From an optimization exercise on the open Yosys and OpenROAD flow, aimed at small area, a short achievable clock period and few clock cycles per item; shortcuts taken in it are not production practice.
The RTL was checked by simulation tests, not by an equivalence proof against the original design.
No activity file was given, so power comes from the tool's default toggle rates.

==> flow/design.v <==
module p286_line_dec (
    input  wire        clk,
    input  wire        rst,           
    input  wire        start,
    output wire        idle,
    output wire        done,
    input  wire [9:0]  line,          
    input  wire [2:0]  mode,
    input  wire [31:0] fb_ptr,
    input  wire [11:0] fb_w,
    input  wire [11:0] fb_h,
    input  wire [11:0] off_x,
    input  wire [11:0] off_y,
    input  wire [31:0] text_ptr,
    input  wire [31:0] font_ptr,
    input  wire        blink_en,
    input  wire        blink_phase,
    input  wire [4:0]  cur_row,
    input  wire [6:0]  cur_col,
    output wire        mem_req,
    output wire [31:0] mem_addr,
    input  wire        mem_gnt,
    input  wire        mem_rvalid,
    input  wire [7:0]  mem_rdata,
    output wire        lb_we,
    output wire [9:0]  lb_addr,
    output wire [7:0]  lb_data
);
    localparam [7:0] BG_INDEX = 8'd250;
    localparam [1:0] ST_IDLE = 2'd0, ST_G1 = 2'd1, ST_MUL = 2'd2, ST_RUN = 2'd3;
    reg  [1:0]  st;
    reg         idle_r, done_r;
    reg         ftxt, fpl, fm7, fb1, fb2, fb4, fhs4;
    reg         blank;        
    reg  [31:0] P;            
    reg  [31:0] F;            
    reg         c0;           
    reg         C;            
    reg         A;            
    reg  [8:0]  R;            
    reg  [9:0]  xr;           
    reg         we_r;
    reg  [7:0]  q;
    reg         W, E;         
    reg  [15:0] D, S;
    reg         dv;           
    reg  [3:0]  dcnt;         
    reg         hf;           
    reg         sf;           
    reg         ua;           
    reg  [2:0]  rcnt, acnt;   
    reg         pp;           
    reg         ph;           
    reg         req;
    reg         fin;          
    reg         gs;           
    wire [20:0] M = {S[4:0], D};    
    wire [9:0]  n      = xr + 10'd1;
    wire        eqs    = (n == F[9:0]);         
    wire        eqe    = (n == F[19:10]);       
    wire        inwin  = ftxt || ((W || eqs) && !(E || eqe));
    wire        run    = (st == ST_RUN);
    wire        pend   = run && !fin;
    wire        isbg   = blank || !inwin;
    wire        produce = pend && (isbg || dv);
    wire        adv    = pend && !isbg && dv;
    wire [3:0]  elast  = fb1 ? 4'd15 : ((fm7 || (fb4 && !fhs4)) ? 4'd3 : 4'd7);
    wire        dlast  = (dcnt == elast);
    wire        xfer   = sf && (!dv || (adv && dlast));
    wire        at639  = (xr == 10'd638);
    wire        curs   = (n[9:3] == R[6:0]);
    wire        tbit   = !hf && (curs || D[15]);
    wire        big    = (D[15:11] == 5'b11111) && (D[10] || (D[9] && D[8]));    
    reg  [7:0]  pix;
    always @(*) begin
        if (ftxt)           pix = tbit ? {4'd0, D[7:4]} : {4'd0, D[3:0]};
        else if (fpl)       pix = {4'd0, D[15], D[11], D[7], D[3]};
        else if (fm7)       pix = big ? 8'd0 : D[15:8];
        else if (fb1)       pix = {7'd0, D[15]};
        else if (fb2)       pix = {6'd0, D[15:14]};
        else                pix = {4'd0, D[15:12]};
    end
    wire shift_now = ftxt || (fhs4 ? (dcnt[1:0] == 2'd3) : dcnt[0]);
    reg [15:0] dsh;
    always @(*) begin
        if (ftxt)           dsh = {D[14:8], 1'b0, D[7:0]};
        else if (fm7)       dsh = {D[7:0], 8'd0};
        else if (fb2)       dsh = {D[13:0], 2'b0};
        else if (fb4)       dsh = {D[11:0], 4'b0};
        else                dsh = {D[14:0], 1'b0};
    end
    wire [2:0]  nbm1   = ftxt ? 3'd2 : (fpl ? 3'd3 : (fm7 ? 3'd1 : 3'd0));   
    wire        taken  = req && mem_gnt;
    wire        alast  = (acnt == nbm1);
    wire        ucomp  = ua && mem_rvalid && alast;
    wire        fetch_en = pend && !blank && !E && !at639;
    wire        prep   = ua && ftxt && !pp && (acnt != 3'd0);
    wire        gready = pp && (!C || A);
    wire        adj    = ftxt && pp && C && !A;
    wire        newu   = fetch_en && !ua && (!sf || xfer);
    wire        more_t = ua && (rcnt != nbm1) && !(ftxt && rcnt == 3'd1 && !gready);
    wire        more_n = ua && (rcnt != nbm1 + 3'd1) && !(ftxt && rcnt == 3'd2 && !gready);
    wire        more   = taken ? more_t : more_n;
    wire        req_n  = fetch_en && (more || newu);
    wire        fin_n  = fin || (produce && at639);
    wire        done_c = run && fin_n && !req && (rcnt == acnt);
    wire        gsel   = gs;
    wire [2:0]  rcnt_n = newu ? 3'd0 : (taken ? rcnt + 3'd1 : rcnt);
    assign mem_addr = gsel ? {F[31:12], S[15:8], F[3:0]} : P;
    wire [20:0] fc;
    assign fc[0] = 1'b1;
    genvar gi;
    generate
        for (gi = 0; gi < 20; gi = gi + 1) begin : g_fadj
            assign fc[gi+1] = fc[gi] & (F[12+gi] ^ A);
        end
    endgenerate
    wire [19:0] fadj = F[31:12] ^ fc[19:0];
    wire        txt_in = (mode[2:1] == 2'b00);
    wire [4:0]  flo    = {1'b0, font_ptr[3:0]} + {1'b0, line[3:0]};
    wire        cline  = blink_phase && (line[8:4] == cur_row) && (line[3:1] == 3'b111);
    wire [9:0]  dy     = {1'b0, R} - {1'b0, S[8:0]};           
    wire [9:0]  dh     = {1'b0, dy[8:0]} - {1'b0, D[8:0]};     
    wire        yin    = !(|S[11:9]) && !dy[9] && ((|D[11:9]) || dh[9]);
    wire [11:0] w      = F[11:0];
    reg  [11:0] sq;
    reg         sr;
    always @(*) begin
        if (fm7)             begin sq = w;                 sr = 1'b0;         end
        else if (fb1 || fpl) begin sq = {3'd0, w[11:3]};   sr = |w[2:0];      end
        else if (fb2)        begin sq = {2'd0, w[11:2]};   sr = |w[1:0];      end
        else                 begin sq = {1'd0, w[11:1]};   sr = w[0];         end
    end
    wire [11:0] sc     = sq + {11'd0, sr};
    wire [15:0] stride = fpl ? {2'd0, sc, 2'b00} : {4'd0, sc};
    wire [11:0] xs     = F[23:12];
    wire [9:0]  xe     = {1'b0, xs[8:0]} + {1'b0, w[8:0]};
    wire        xsbig  = fhs4 ? ((|xs[11:8]) || (xs[7] && (xs[6] || xs[5])))
                              : ((|xs[11:9]) || (xs[8] && (xs[7] || xs[6])));
    wire        xebig  = (|xs[11:9]) || (|w[11:9]) ||
                         (fhs4 ? ((|xe[9:8]) || (xe[7] && (xe[6] || xe[5])))
                               : (xe[9] || (xe[8] && (xe[7] || xe[6]))));
    wire [9:0]  as_e   = xsbig ? 10'h3FF : (fhs4 ? {xs[7:0], 2'b00} : {xs[8:0], 1'b0});
    wire [9:0]  ae_e   = xebig ? 10'h3FF : (fhs4 ? {xe[7:0], 2'b00} : {xe[8:0], 1'b0});
    wire [31:0] addb   = (st == ST_MUL) ? (R[0] ? {11'd0, M} : 32'd0) :
                         ((fpl && rcnt == 3'd3 && !ph) ? 32'hFFFF_FFFD : 32'd1);
    wire [31:0] psum   = P + addb;
    wire [3:0]  nib    = ph ? mem_rdata[3:0] : mem_rdata[7:4];
    always @(posedge clk) begin
        we_r   <= 1'b0;
        done_r <= 1'b0;
        case (st)
            ST_IDLE: begin
                ftxt  <= txt_in;
                fpl   <= (mode == 3'd6);
                fm7   <= (mode == 3'd7);
                fb1   <= (mode == 3'd2);
                fb2   <= (mode == 3'd3);
                fb4   <= (mode == 3'd4) || (mode == 3'd5);
                fhs4  <= (mode == 3'd5);
                P     <= txt_in ? text_ptr : fb_ptr;
                F     <= txt_in ? {font_ptr[31:4], flo[3:0]} : {8'd0, off_x, fb_w};
                c0    <= flo[4];
                R     <= txt_in ? {4'd0, line[8:4]} : line[9:1];
                blank <= txt_in && (line >= 10'd400);
                D     <= txt_in ? 16'd160 : {4'd0, fb_h};
                S     <= txt_in ? 16'd0 : {4'd0, off_y};
                xr    <= {1'b0, blink_en & blink_phase, blink_en, cline ? cur_col : 7'h7F};
                if (start && idle_r) begin
                    st     <= txt_in ? ST_MUL : ST_G1;
                    idle_r <= 1'b0;
                end
            end
            ST_G1: begin
                R       <= dy[8:0];
                D       <= stride;
                S[4:0]  <= 5'd0;
                F[19:0] <= {ae_e, as_e};
                blank   <= !yin;
                st      <= ST_MUL;
            end
            ST_MUL: begin
                P <= psum;
                R <= {1'b0, R[8:1]};
                {S[4:0], D} <= {M[19:0], 1'b0};
                if (R[8:1] == 8'd0 || blank) begin
                    st   <= ST_RUN;
                    R    <= xr[8:0];
                    xr   <= 10'h3FF;
                    req  <= !blank;
                    gs   <= 1'b0;
                    ua   <= !blank;
                    rcnt <= 3'd0;
                    acnt <= 3'd0;
                    pp   <= 1'b0;
                    C    <= 1'b0;
                    A    <= 1'b0;
                    ph   <= 1'b0;
                    dv   <= 1'b0;
                    sf   <= 1'b0;
                    fin  <= 1'b0;
                    W    <= 1'b0;
                    E    <= 1'b0;
                end
            end
            default: begin    
                req <= req_n;
                gs  <= ftxt && (rcnt_n == 3'd2);
                if (taken && !gsel)
                    P <= psum;
                if (newu) begin
                    ua   <= 1'b1;
                    rcnt <= 3'd0;
                    acnt <= 3'd0;
                    pp   <= 1'b0;
                    ph   <= ~ph;
                end else begin
                    if (taken)      rcnt <= rcnt + 3'd1;
                    if (mem_rvalid) acnt <= acnt + 3'd1;
                    if (ucomp) ua <= 1'b0;
                    if (prep)  pp <= 1'b1;
                end
                if (prep)
                    {C, S[15:8]} <= {1'b0, S[15:8]} + {1'b0, F[11:4]} + {8'd0, c0};
                if (adj) begin
                    F[31:12] <= fadj;
                    A        <= 1'b1;
                end else if (taken && gsel) begin
                    if (A) F[31:12] <= fadj;
                    A <= 1'b0;
                    C <= 1'b0;
                end
                if (mem_rvalid) begin
                    if (fpl) begin
                        case (acnt[1:0])
                            2'd0:    S[3:0]   <= nib;
                            2'd1:    S[7:4]   <= nib;
                            2'd2:    S[11:8]  <= nib;
                            default: S[15:12] <= nib;
                        endcase
                    end else if (acnt[0]) begin
                        S[7:0]  <= mem_rdata;
                    end else begin
                        S[15:8] <= mem_rdata;
                    end
                end
                if (ucomp)     sf <= 1'b1;
                else if (xfer) sf <= 1'b0;
                if (xfer) begin
                    dv   <= 1'b1;
                    dcnt <= 4'd0;
                    hf   <= R[8] && S[7];
                    if (ftxt) begin
                        D[15:8] <= S[15:8];
                        D[7:4]  <= S[3:0];
                        D[3:0]  <= R[7] ? {1'b0, S[6:4]} : S[7:4];
                    end else begin
                        D <= S;
                    end
                end else if (adv) begin
                    dcnt <= dcnt + 4'd1;
                    if (dlast) dv <= 1'b0;
                    if (shift_now) D <= dsh;
                end
                q <= isbg ? BG_INDEX : pix;
                if (produce) begin
                    we_r <= 1'b1;
                    xr   <= n;
                    if (eqs) W <= 1'b1;
                    if (eqe && !ftxt) E <= 1'b1;
                end
                fin <= fin_n;
                if (done_c) begin
                    st     <= ST_IDLE;
                    done_r <= 1'b1;
                    idle_r <= 1'b1;
                end
            end
        endcase
        if (rst) begin
            st     <= ST_IDLE;
            idle_r <= 1'b1;
            done_r <= 1'b0;
            we_r   <= 1'b0;
            req    <= 1'b0;
        end
    end
    assign idle    = idle_r;
    assign done    = done_r;
    assign mem_req = req;
    assign lb_we   = we_r;
    assign lb_addr = xr;
    assign lb_data = q;
endmodule
Settings: LEC_CHECK=0, CAP_MARGIN=20, CORE_MARGIN=2, CORE_UTILIZATION=60, SLEW_MARGIN=20; clock period 12.0 ns.
standard.sh (not shown) runs the stock make flow with config.mk's settings and CLKGATE_MAP_FILE= SYNTH_SCRIPT=/design/flow/synth_recipe.tcl, a recipe that flattens the netlist after the stock synthesis.
==> flow/flow/run.sh <==
#!/bin/bash
export BUFFER_PORTS_ARGS="-buffer_cell sky130_fd_sc_hd__buf_1"
export SETUP_SLACK_MARGIN=7.6
bash standard.sh > standard.log 2>&1
The baseline produced a clean layout.
Testbench counts at the start, summed over its fixed seeds: cycles 124,989, lines 192.
Then changed:
--- a/flow/design.v
+++ b/flow/design.v
@@ -43,11 +43,10 @@
     reg  [7:0]  q;
     reg         W, E;         
     reg  [15:0] D, S;
     reg         dv;           
     reg  [3:0]  dcnt;         
-    reg         hf;           
     reg         sf;           
     reg         ua;           
     reg  [2:0]  rcnt, acnt;   
     reg         pp;           
     reg         ph;           
@@ -67,29 +66,28 @@
     wire [3:0]  elast  = fb1 ? 4'd15 : ((fm7 || (fb4 && !fhs4)) ? 4'd3 : 4'd7);
     wire        dlast  = (dcnt == elast);
     wire        xfer   = sf && (!dv || (adv && dlast));
     wire        at639  = (xr == 10'd638);
     wire        curs   = (n[9:3] == R[6:0]);
-    wire        tbit   = !hf && (curs || D[15]);
+    wire        tbit   = !(R[8] && D[7]) && (curs || D[15]);    
     wire        big    = (D[15:11] == 5'b11111) && (D[10] || (D[9] && D[8]));    
     reg  [7:0]  pix;
     always @(*) begin
-        if (ftxt)           pix = tbit ? {4'd0, D[7:4]} : {4'd0, D[3:0]};
-        else if (fpl)       pix = {4'd0, D[15], D[11], D[7], D[3]};
+        if (ftxt)           pix = tbit ? {4'd0, D[3:0]} : {4'd0, D[7] && !R[7], D[6:4]};
+        else if (fpl)       pix = {4'd0, D[3], D[7], D[11], D[15]};
         else if (fm7)       pix = big ? 8'd0 : D[15:8];
         else if (fb1)       pix = {7'd0, D[15]};
         else if (fb2)       pix = {6'd0, D[15:14]};
         else                pix = {4'd0, D[15:12]};
     end
     wire shift_now = ftxt || (fhs4 ? (dcnt[1:0] == 2'd3) : dcnt[0]);
     reg [15:0] dsh;
     always @(*) begin
-        if (ftxt)           dsh = {D[14:8], 1'b0, D[7:0]};
-        else if (fm7)       dsh = {D[7:0], 8'd0};
-        else if (fb2)       dsh = {D[13:0], 2'b0};
-        else if (fb4)       dsh = {D[11:0], 4'b0};
-        else                dsh = {D[14:0], 1'b0};
+        if (fm7 && run)      dsh = {D[7:0], 8'd0};
+        else if (fb2 && run) dsh = {D[13:0], 2'b0};
+        else if (fb4 && run) dsh = {D[11:0], 4'b0};
+        else                 dsh = {D[14:0], 1'b0};
     end
     wire [2:0]  nbm1   = ftxt ? 3'd2 : (fpl ? 3'd3 : (fm7 ? 3'd1 : 3'd0));   
     wire        taken  = req && mem_gnt;
     wire        alast  = (acnt == nbm1);
     wire        ucomp  = ua && mem_rvalid && alast;
@@ -180,11 +178,11 @@
                 st      <= ST_MUL;
             end
             ST_MUL: begin
                 P <= psum;
                 R <= {1'b0, R[8:1]};
-                {S[4:0], D} <= {M[19:0], 1'b0};
+                {S[4:0], D} <= {S[3:0], D[15], dsh};
                 if (R[8:1] == 8'd0 || blank) begin
                     st   <= ST_RUN;
                     R    <= xr[8:0];
                     xr   <= 10'h3FF;
                     req  <= !blank;
@@ -230,16 +228,11 @@
                     A <= 1'b0;
                     C <= 1'b0;
                 end
                 if (mem_rvalid) begin
                     if (fpl) begin
-                        case (acnt[1:0])
-                            2'd0:    S[3:0]   <= nib;
-                            2'd1:    S[7:4]   <= nib;
-                            2'd2:    S[11:8]  <= nib;
-                            default: S[15:12] <= nib;
-                        endcase
+                        S <= {S[11:0], nib};
                     end else if (acnt[0]) begin
                         S[7:0]  <= mem_rdata;
                     end else begin
                         S[15:8] <= mem_rdata;
                     end
@@ -247,22 +240,18 @@
                 if (ucomp)     sf <= 1'b1;
                 else if (xfer) sf <= 1'b0;
                 if (xfer) begin
                     dv   <= 1'b1;
                     dcnt <= 4'd0;
-                    hf   <= R[8] && S[7];
-                    if (ftxt) begin
-                        D[15:8] <= S[15:8];
-                        D[7:4]  <= S[3:0];
-                        D[3:0]  <= R[7] ? {1'b0, S[6:4]} : S[7:4];
-                    end else begin
-                        D <= S;
-                    end
+                    D    <= S;
                 end else if (adv) begin
                     dcnt <= dcnt + 4'd1;
                     if (dlast) dv <= 1'b0;
-                    if (shift_now) D <= dsh;
+                    if (shift_now) begin
+                        D[15:8] <= dsh[15:8];
+                        if (!ftxt) D[7:0] <= dsh[7:0];
+                    end
                 end
                 q <= isbg ? BG_INDEX : pix;
                 if (produce) begin
                     we_r <= 1'b1;
                     xr   <= n;
The changed run produced a clean layout.
Non-clock buffer count increases by 10.
Worst setup slack degrades by 0.0058 ns.
Die area came out lower by 4.8%.
Routed wire length goes down by 2.8%.
Total power grows by 1.5%.
Hold slack loses 0.038 ns.
Combinational power rose by about 2%.
Core utilization went up by 1.8 points.
Final cell count went down by 4.6%.
Global-route usage went up by 1.5 points.
Design area went down by 3.3%.
Area after synthesis goes down by 4.9%.
Synthesized cell count drops by 6.7%.
Testbench counts after the change, summed over its fixed seeds: cycles 124,989, lines 192.

==> re-timing with driven ports <==
How much do the figures lean on ideal ports? The routed layouts below were timed once more, with nothing changed but the port constraints.
Step 1 (the two cells are an assumption about what drives the block):
set clk [get_ports {clk}]
set_driving_cell -lib_cell sky130_fd_sc_hd__clkbuf_16 $clk
set_driving_cell -lib_cell sky130_fd_sc_hd__buf_2 [delete_from_list [all_inputs] $clk]
Step 2, shift: input delay + t, output delay - t, t = (earliest + latest rising clock arrival at the registers) / 2. This alone moves slack from input paths to output paths.
Three values: no drivers, after step 1, after step 2; two values: the first two.
run	t, ns	setup slack, ns	hold slack, ns
the first run	0.491	7.718 / 7.709 / 7.286	0.568 / 0.568 / 0.568
the second run	0.482	7.712 / 7.732 / 7.255	0.531 / 0.531 / 0.531
After both steps every run listed still meets setup and hold. For the second run, which loses most, drivers alone change the setup slack by +0.020 ns; drivers and shift together by -0.457 ns.
